This is an optimization exercise on Yosys and OpenROAD, whose aim is small area, not a production implementation. In this exercise RTL edits were held to simulation tests only and were not proved equivalent to the original. No activity file was given, so power comes from the tool's default toggle rates.

==> flow/design.v (excerpt) <==
module b62_core (
    input  wire         clk,
    input  wire         rst,       
    input  wire         start,     
    input  wire         dec,       
    input  wire [1:0]   sel,       
    input  wire [5:0]   len,       
    input  wire [343:0] din,
    output wire         ready,
    output reg          done,
    output wire [1:0]   err,       
    output wire [5:0]   err_idx,   
    output wire [5:0]   out_len,
    output wire [343:0] dout
);
    localparam ERR_NONE  = 2'd0;
    localparam ERR_ALPHA = 2'd1;
    localparam ERR_FRAME = 2'd2;
    localparam ERR_OVF   = 2'd3;
    function [7:0] alpha;
        input [1:0] s;
        input [5:0] d;
        reg       s1, t1, t2;
        reg [6:0] k;
        begin
            s1 = (s == 2'd1);
            t1 = s1 ? (d < 6'd26) : (d < 6'd10);
            t2 = s1 ? (d < 6'd52) : (d < 6'd36);
            case (s)
                2'd1:    k = t1 ? 7'h41 : t2 ? 7'h47 : 7'h7C;    
                2'd2:    k = t1 ? 7'h30 : t2 ? 7'h57 : 7'h1D;    
                default: k = t1 ? 7'h30 : t2 ? 7'h37 : 7'h3D;    
            endcase
            alpha = {1'b0, {1'b0, d} + k};
        end
    endfunction
    function [6:0] sym;
        input [1:0] s;
        input [7:0] c;
        reg       isdig, inlet, ok;
        reg [5:0] k;
        begin
            isdig = (c[7:4] == 4'b0011) && !(c[3] && (c[2] || c[1]));
            inlet = (c[4:0] != 5'd0) && !(c[4] && c[3] && (c[2] || (c[1] && c[0])));
            ok    = isdig || (c[7:6] == 2'b01 && inlet);
  ...
Size: about 1400 cells after synthesis, ~15000 µm² of cells after synthesis.
==> flow/config.mk <==
export PLATFORM = sky130hd
export DESIGN_NAME = b62_core
export DESIGN_NICKNAME = b62_core
export VERILOG_FILES = /design/flow/design.v
export SDC_FILE = /design/flow/constraint.sdc
export NUM_CORES = 4
export LEC_CHECK = 0
export CAP_MARGIN = 20
export CORE_MARGIN = 2
export CORE_UTILIZATION = 40
export SLEW_MARGIN = 20
==> flow/constraint.sdc <==
create_clock -name core_clock -period 5.5 [get_ports {clk}]
set_input_delay 1.1000 -clock core_clock [delete_from_list [all_inputs] [get_ports {clk}]]
set_output_delay 1.1000 -clock core_clock [all_outputs]
set_load 0.01 [all_outputs]
standard.sh (not shown) runs the stock make flow with config.mk's settings and CLKGATE_MAP_FILE= SYNTH_SCRIPT=/design/flow/synth_recipe.tcl, a recipe that flattens the netlist after the stock synthesis.
==> flow/flow/run.sh <==
#!/bin/bash
# The standard layout (standard.sh), with two changes to how it is made:
# ports are buffered with the smallest buffer instead of a delay buffer, and
# clock tree synthesis uses small clock buffers and no dummy loads.
set -euo pipefail
export BUFFER_PORTS_ARGS="-buffer_cell sky130_fd_sc_hd__buf_1"
export CTS_ARGS="-sink_clustering_enable -repair_clock_nets -dont_use_dummy_load -buf_list {sky130_fd_sc_hd__clkbuf_8} -sink_clustering_size 14 -sink_clustering_max_diameter 70"
bash standard.sh finish > standard.log 2>&1
The baseline aborted during I/O pin placement (3_2_place_iop).
==> next run, changes <==
CORE_UTILIZATION = 33   (was 40)
Now the flow completed without violations; synthesized area is unchanged; synthesized cell count does not change.
==> next run, changes <==
--- a/flow/flow/run.sh
+++ b/flow/flow/run.sh
@@ -6,3 +6,3 @@
 export BUFFER_PORTS_ARGS="-buffer_cell sky130_fd_sc_hd__buf_1"
-export CTS_ARGS="-sink_clustering_enable -repair_clock_nets -dont_use_dummy_load -buf_list {sky130_fd_sc_hd__clkbuf_8} -sink_clustering_size 14 -sink_clustering_max_diameter 70"
+export CTS_ARGS="-sink_clustering_enable -repair_clock_nets -dont_use_dummy_load -buf_list {sky130_fd_sc_hd__clkbuf_16} -sink_clustering_size 28 -sink_clustering_max_diameter 100"
 bash standard.sh finish > standard.log 2>&1
CORE_UTILIZATION = 40   (was 33)
Outcome:
- With this change the flow died in I/O pin placement (3_2_place_iop)
- area after synthesis stays the same
- synthesized cell count stays the same
==> next run, changes <==
--- a/flow/flow/run.sh
+++ b/flow/flow/run.sh
@@ -6,3 +6,3 @@
 export BUFFER_PORTS_ARGS="-buffer_cell sky130_fd_sc_hd__buf_1"
-export CTS_ARGS="-sink_clustering_enable -repair_clock_nets -dont_use_dummy_load -buf_list {sky130_fd_sc_hd__clkbuf_16} -sink_clustering_size 28 -sink_clustering_max_diameter 100"
+export CTS_ARGS="-sink_clustering_enable -repair_clock_nets -dont_use_dummy_load -buf_list {sky130_fd_sc_hd__clkbuf_8} -sink_clustering_size 14 -sink_clustering_max_diameter 70"
 bash standard.sh finish > standard.log 2>&1
CORE_AREA = 4 4 211 211   (was default)
CORE_MARGIN = default   (was 2)
CORE_UTILIZATION = default   (was 40)
DIE_AREA = 0 0 215 215   (was default)
Outcome: The new run finished clean. Synthesized cell count does not change. Synthesized area stays the same.

* * *

Another version of the RTL of b62_core (not shown whole).
Size: about 1300 cells after synthesis, roughly 390 flip-flops, ~720 I/O pins, ~14000 µm² of cells after synthesis.
Settings: LEC_CHECK=0, CAP_MARGIN=20, CORE_AREA=4 4 211 211, DIE_AREA=0 0 215 215, SLEW_MARGIN=20; clock period 5.5 ns.
==> flow/flow/run.sh <==
#!/bin/bash
# The standard layout (standard.sh), with two changes to how it is made:
# ports are buffered with the smallest buffer instead of a delay buffer, and
# clock tree synthesis uses small clock buffers and no dummy loads.
set -euo pipefail
export BUFFER_PORTS_ARGS="-buffer_cell sky130_fd_sc_hd__buf_1"
export CTS_ARGS="-sink_clustering_enable -repair_clock_nets -dont_use_dummy_load -buf_list {sky130_fd_sc_hd__clkbuf_8} -sink_clustering_size 16 -sink_clustering_max_diameter 70"
bash standard.sh finish > standard.log 2>&1
Rerun with:
==> flow/flow/run.sh (replaced) <==
#!/bin/bash
# The standard layout (standard.sh), with two changes to how it is made:
# ports are buffered with the smallest buffer instead of a delay buffer, and
# clock tree synthesis uses small clock buffers and no dummy loads.
set -euo pipefail
export BUFFER_PORTS_ARGS="-buffer_cell sky130_fd_sc_hd__buf_1"
export CTS_ARGS="-sink_clustering_enable -repair_clock_nets -dont_use_dummy_load -buf_list {sky130_fd_sc_hd__clkbuf_8} -sink_clustering_size 14 -sink_clustering_max_diameter 70"
bash standard.sh finish > standard.log 2>&1
The changed run went through all stages and came out clean.
Clock power barely changes.
Count of clock-buffer cells in the layout is higher by 1.
Setup slack loses 27 ps.
Cell count stays flat.
Worst hold slack gains 15 ps.
Total power is higher slightly.
Wire length stays flat.
Cell area stays flat.
Global-route usage barely changes.

* * *

Setup of main:
Another version of the RTL of b62_core (not shown whole).
Size in the first run: about 390 flip-flops, roughly 720 I/O pins, roughly 16000 um^2 of cells after synthesis.
clock: 5.5 ns
lec_check: 0
cap_margin: 20
core_margin: 2
core_utilization: 40
slew_margin: 20
==> flow/flow/run.sh <==
#!/bin/bash
# The standard layout (standard.sh), with two changes to how it is made:
# ports are buffered with the smallest buffer instead of a delay buffer, and
# clock tree synthesis uses small clock buffers and no dummy loads.
set -euo pipefail
export BUFFER_PORTS_ARGS="-buffer_cell sky130_fd_sc_hd__buf_1"
export CTS_ARGS="-sink_clustering_enable -repair_clock_nets -dont_use_dummy_load -buf_list {sky130_fd_sc_hd__clkbuf_8} -sink_clustering_size 14 -sink_clustering_max_diameter 70"
bash standard.sh finish > standard.log 2>&1
Looking at the reports, main completed the entire flow and the layout it produced met the timing, design-rule and antenna checks.
Setup changes, main to the feature branch
-- flow/flow/run.sh --
<<< main, line 7
export CTS_ARGS="-sink_clustering_enable -repair_clock_nets -dont_use_dummy_load -buf_list {sky130_fd_sc_hd__clkbuf_8} -sink_clustering_size 14 -sink_clustering_max_diameter 70"
>>> the feature branch, line 7
export CTS_ARGS="-sink_clustering_enable -repair_clock_nets -dont_use_dummy_load -buf_list {sky130_fd_sc_hd__clkbuf_4 sky130_fd_sc_hd__clkbuf_8} -sink_clustering_size 12 -sink_clustering_max_diameter 60"
Notes after the runs:
- Compared with main, in the feature branch total power now larger; net count of the mapped netlist comparable; detailed-route wire length comparable.

* * *

Another version of the RTL of b62_core (not shown whole).
Size: about 1300 cells after synthesis, roughly 720 I/O pins.
Settings: LEC_CHECK=0, CAP_MARGIN=20, CORE_AREA=4 4 211 211, DIE_AREA=0 0 215 215, PLACE_DENSITY=0.8, SLEW_MARGIN=20; clock period 5.5 ns.
==> flow/flow/run.sh <==
#!/bin/bash
# The standard layout (standard.sh), with two changes to how it is made:
# ports are buffered with the smallest buffer instead of a delay buffer, and
# clock tree synthesis uses small clock buffers and no dummy loads.
set -euo pipefail
export BUFFER_PORTS_ARGS="-buffer_cell sky130_fd_sc_hd__buf_1"
export CTS_ARGS="-sink_clustering_enable -repair_clock_nets -dont_use_dummy_load -buf_list {sky130_fd_sc_hd__clkbuf_8} -sink_clustering_size 14 -sink_clustering_max_diameter 70"
bash standard.sh finish > standard.log 2>&1
Edit:
--- a/flow/flow/run.sh
+++ b/flow/flow/run.sh
@@ -7 +7 @@
-export CTS_ARGS="-sink_clustering_enable -repair_clock_nets -dont_use_dummy_load -buf_list {sky130_fd_sc_hd__clkbuf_8} -sink_clustering_size 14 -sink_clustering_max_diameter 70"
+export CTS_ARGS="-sink_clustering_enable -repair_clock_nets -dont_use_dummy_load -buf_list {sky130_fd_sc_hd__clkbuf_16} -sink_clustering_size 22 -sink_clustering_max_diameter 60"
Settings changed: PLACE_DENSITY 0.8 to default.
Effect:
- sequential power is about the same
- setup slack improved by 0.045 ns
- synthesized cell count is unchanged
- count of clock-buffer cells in the layout decreases by 2
- design area increases by a few percent
- cell count barely changes
- die area does not change
- total power increases by roughly a tenth
- maximum frequency increases slightly
- sequential cell count does not change
Edit:
--- a/flow/flow/run.sh
+++ b/flow/flow/run.sh
@@ -7 +7 @@
-export CTS_ARGS="-sink_clustering_enable -repair_clock_nets -dont_use_dummy_load -buf_list {sky130_fd_sc_hd__clkbuf_16} -sink_clustering_size 22 -sink_clustering_max_diameter 60"
+export CTS_ARGS="-sink_clustering_enable -repair_clock_nets -dont_use_dummy_load -buf_list {sky130_fd_sc_hd__clkbuf_16} -sink_clustering_size 30 -sink_clustering_max_diameter 80"
Settings changed: PLACE_DENSITY from default to 0.8.
The changed run passed the timing, design-rule and antenna checks. Die area stays the same. Wire length rises by 0.43%. First-iteration DRC count rises by 31%. Power falls by 11%. Setup slack degrades by 0.091 ns. Global-route usage falls by 0.29 points.

## static timing again, ports no longer ideal
In the flow no input, the clock included, has a driving cell. The finished layouts below were timed again as built, in two steps.
Step 1: set_driving_cell puts a clkbuf_16 on clk and a buf_2 on each other input, an assumption about the parent block.
Step 2 also shifts input and output timing later by t, the mid clock arrival at the registers, as if the neighbouring blocks saw the same clock.
a / b / c = ideal ports / drivers / drivers and shift; a / b = the first two.
run | shift t [ns] | slack for setup (ns) | hold slack, ns
the second run of note 1 | 0.644 | 0.543 / 0.543 / 0.543 | 0.379 / 0.379 / 0.379
the fourth run of note 1 | 0.618 | 0.721 / 0.721 / 0.721 | 0.369 / 0.369 / 0.369
the first run of note 2 | 0.629 | 0.823 / 0.823 / 0.823 | 0.377 / 0.377 / 0.377
the second run of note 2 | 0.641 | 0.796 / 0.796 / 0.796 | 0.392 / 0.392 / 0.392
main | 0.635 | 0.647 / 0.647 / 0.647 | 0.458 / 0.458 / 0.458
the feature branch | 0.639 | 0.642 / 0.642 / 0.642 | 0.442 / 0.442 / 0.442
the first run of note 4 | 0.611 | 0.296 / 0.296 / 0.296 | 0.389 / 0.389 / 0.389
the second run of note 4 | 0.597 | 0.340 / 0.340 / 0.340 | 0.374 / 0.374 / 0.374
the third run of note 4 | 0.573 | 0.249 / 0.249 / 0.249 | 0.385 / 0.385 / 0.385
After both steps setup and hold are still met in every run listed.
